This design comes from an exercise in tuning for small area, a short achievable clock period and few clock cycles on the open sky130 flow, not from production work. Only simulation tests tie the RTL to the original design; equivalence was not proved. Power is estimated from default activity; no workload was simulated.

## elf_cu
module elf_cu (
    input  wire        clk,
    input  wire        rst,
    input  wire        in_valid,
    output wire        in_ready,
    input  wire [1:0]  in_op,
    input  wire [63:0] in_data,
    input  wire [6:0]  in_nbits,
    output wire        out_valid,
    input  wire        out_ready,
    output wire [63:0] out_data,
    output wire        out_last,
    output wire [3:0]  out_bytes
);
    localparam [63:0] END_SIGN = 64'h7FF8000000000000;
    localparam [1:0] OP_ADD     = 2'd0;
    localparam [1:0] OP_CLOSE   = 2'd1;
    localparam [1:0] OP_PUTBITS = 2'd2;
    localparam [1:0] OP_REFRESH = 2'd3;
    function [6:0] ctz64;
        input [63:0] a;
        reg [63:0] pre;    
        reg [63:0] oh;     
        reg [5:0]  n;
        begin
            pre = a;
            pre = pre | (pre << 1);
            pre = pre | (pre << 2);
            pre = pre | (pre << 4);
            pre = pre | (pre << 8);
            pre = pre | (pre << 16);
            pre = pre | (pre << 32);
            oh = a & ~(pre << 1);
            n[0] = |(oh & 64'hAAAAAAAAAAAAAAAA);
            n[1] = |(oh & 64'hCCCCCCCCCCCCCCCC);
            n[2] = |(oh & 64'hF0F0F0F0F0F0F0F0);
            n[3] = |(oh & 64'hFF00FF00FF00FF00);
            n[4] = |(oh & 64'hFFFF0000FFFF0000);
            n[5] = |(oh & 64'hFFFFFFFF00000000);
            ctz64 = pre[63] ? {1'b0, n} : 7'd64;
        end
    endfunction
    function [2:0] lzcode;
        input [63:0] a;
        begin
            if (a[63:40] == 24'd0)      lzcode = 3'd7;
            else if (a[63:42] == 22'd0) lzcode = 3'd6;
            else if (a[63:44] == 20'd0) lzcode = 3'd5;
            else if (a[63:46] == 18'd0) lzcode = 3'd4;
  ...
clock: 11.0 ns
lec_check: 0
cap_margin: 20
core_margin: 2
core_utilization: 40
slew_margin: 20
standard.sh (not shown) runs the stock make flow with config.mk's settings and CLKGATE_MAP_FILE= SYNTH_SCRIPT=/design/flow/synth_recipe.tcl, a recipe that flattens the netlist after the stock synthesis.
==> flow/flow/run.sh <==
#!/bin/bash
# Standard layout with: timing repair aiming for SETUP_SLACK_MARGIN ns of setup slack (a
# shorter period than the 11 ns clock; constraints unchanged), buf_2 as the port buffers,
# and a clock tree of clkbuf_8 without dummy loads.
set -euo pipefail
bash standard.sh SETUP_SLACK_MARGIN=7.42 \
  "BUFFER_PORTS_ARGS=-buffer_cell sky130_fd_sc_hd__buf_2" \
  "CTS_ARGS=-sink_clustering_enable -repair_clock_nets -dont_use_dummy_load -buf_list sky130_fd_sc_hd__clkbuf_8 -sink_clustering_size 16 -sink_clustering_max_diameter 60" \
  finish > standard_flow.log 2>&1
Testbench counts at the start, summed over its fixed seeds: cycles 39,274.
Rerun with:
--- a/flow/flow/run.sh
+++ b/flow/flow/run.sh
@@ -5,3 +5,3 @@
 set -euo pipefail
-bash standard.sh SETUP_SLACK_MARGIN=7.42 \
+bash standard.sh SETUP_SLACK_MARGIN=7.58 \
   "BUFFER_PORTS_ARGS=-buffer_cell sky130_fd_sc_hd__buf_2" \
PLACE_DENSITY = 0.7   (was not set)
After rerunning: The changed run completed with no timing, DRC or antenna violations. Final area is higher by 0.64%. Die area is unchanged. Synthesized cell count does not change. Clock power is about the same. Critical path depth is lower by 7. Register-to-register slack is better by 0.18 ns. Total power is higher by about 0.7%. Hold slack is better by 0.0077 ns. Synthesized area stays the same. Non-clock buffer count is higher by 16.

* * *

== 08-28 ==
Starting RTL as in the previous note.
clock: 11.0 ns
lec_check: 0
cap_margin: 20
core_margin: 2
core_utilization: 40
slew_margin: 20
==> flow/flow/run.sh <==
#!/bin/bash
# Standard layout with: timing repair aiming for SETUP_SLACK_MARGIN ns of setup slack (a
# shorter period than the 11 ns clock; constraints unchanged), buf_2 as the port buffers,
# and a clock tree of clkbuf_8 without dummy loads.
set -euo pipefail
bash standard.sh SETUP_SLACK_MARGIN=7.5 \
  "BUFFER_PORTS_ARGS=-buffer_cell sky130_fd_sc_hd__buf_2" \
  "CTS_ARGS=-sink_clustering_enable -repair_clock_nets -dont_use_dummy_load -buf_list sky130_fd_sc_hd__clkbuf_8 -sink_clustering_size 16 -sink_clustering_max_diameter 60" \
  finish > standard_flow.log 2>&1
Testbench counts of 08-28, summed over its fixed seeds: cycles 39,274.
> inputs changed (08-28 -> 10-10)
==> flow/flow/run.sh <==
#!/bin/bash
# Standard layout with: timing repair aiming for SETUP_SLACK_MARGIN ns of setup slack (a
# shorter period than the 11 ns clock; constraints unchanged), buf_2 as the port buffers,
# and a clock tree of clkbuf_8 without dummy loads.
set -euo pipefail
bash standard.sh SETUP_SLACK_MARGIN=7.58 \
  "BUFFER_PORTS_ARGS=-buffer_cell sky130_fd_sc_hd__buf_2" \
  "CTS_ARGS=-sink_clustering_enable -repair_clock_nets -dont_use_dummy_load -buf_list sky130_fd_sc_hd__clkbuf_8 -sink_clustering_size 16 -sink_clustering_max_diameter 60" \
  finish > standard_flow.log 2>&1
Findings:
10-10 finished end to end and its layout was clean on timing, DRC and antenna.
10-10 vs. 08-28: total power consumption of the routed design went up by about 2.2%, proportion of power drawn by the clock network went up by 0.7 points, number of clock buffer instances in the layout went up by 4.

separate check: timing with driven ports:
In the flow no input, the clock included, has a driving cell. The finished layouts below were timed again as built, in two steps. Step 1 (the two cells are an assumption about what drives the block):
set clk [get_ports {clk}]
set_driving_cell -lib_cell sky130_fd_sc_hd__clkbuf_16 $clk
set_driving_cell -lib_cell sky130_fd_sc_hd__buf_2 [delete_from_list [all_inputs] $clk]
Step 2, shift: input delay + t, output delay - t, t = (earliest + latest rising clock arrival at the registers) / 2. This alone moves slack from input paths to output paths. a / b / c = ideal ports / drivers / drivers and shift; a / b = the first two.
| run | shift t [ns] | setup slack, ns | worst setup path at the end | latest minus earliest clock arrival (ns) | slew at the worst register clock pin (ns) |
|---|---|---|---|---|---|
| the first run of note 1 | 0.692 | 7.466 / 7.463 / 6.938 | input to register | 0.119 / 0.119 | 0.10 / 0.10 |
| the second run of note 1 | 0.712 | 7.508 / 7.452 / 6.948 | input to register | 0.146 / 0.146 | 0.11 / 0.11 |
| 08-28 | 0.703 | 7.521 / 7.463 / 6.946 | input to register | 0.086 / 0.085 | 0.11 / 0.11 |
| 10-10 | 0.720 | 7.542 / 7.484 / 7.065 | input to register | 0.104 / 0.105 | 0.11 / 0.11 |
After both steps every run listed still meets setup and hold. The setup slack of 08-28, which loses most, moves by -0.058 ns with the drivers and by -0.575 ns with both steps.
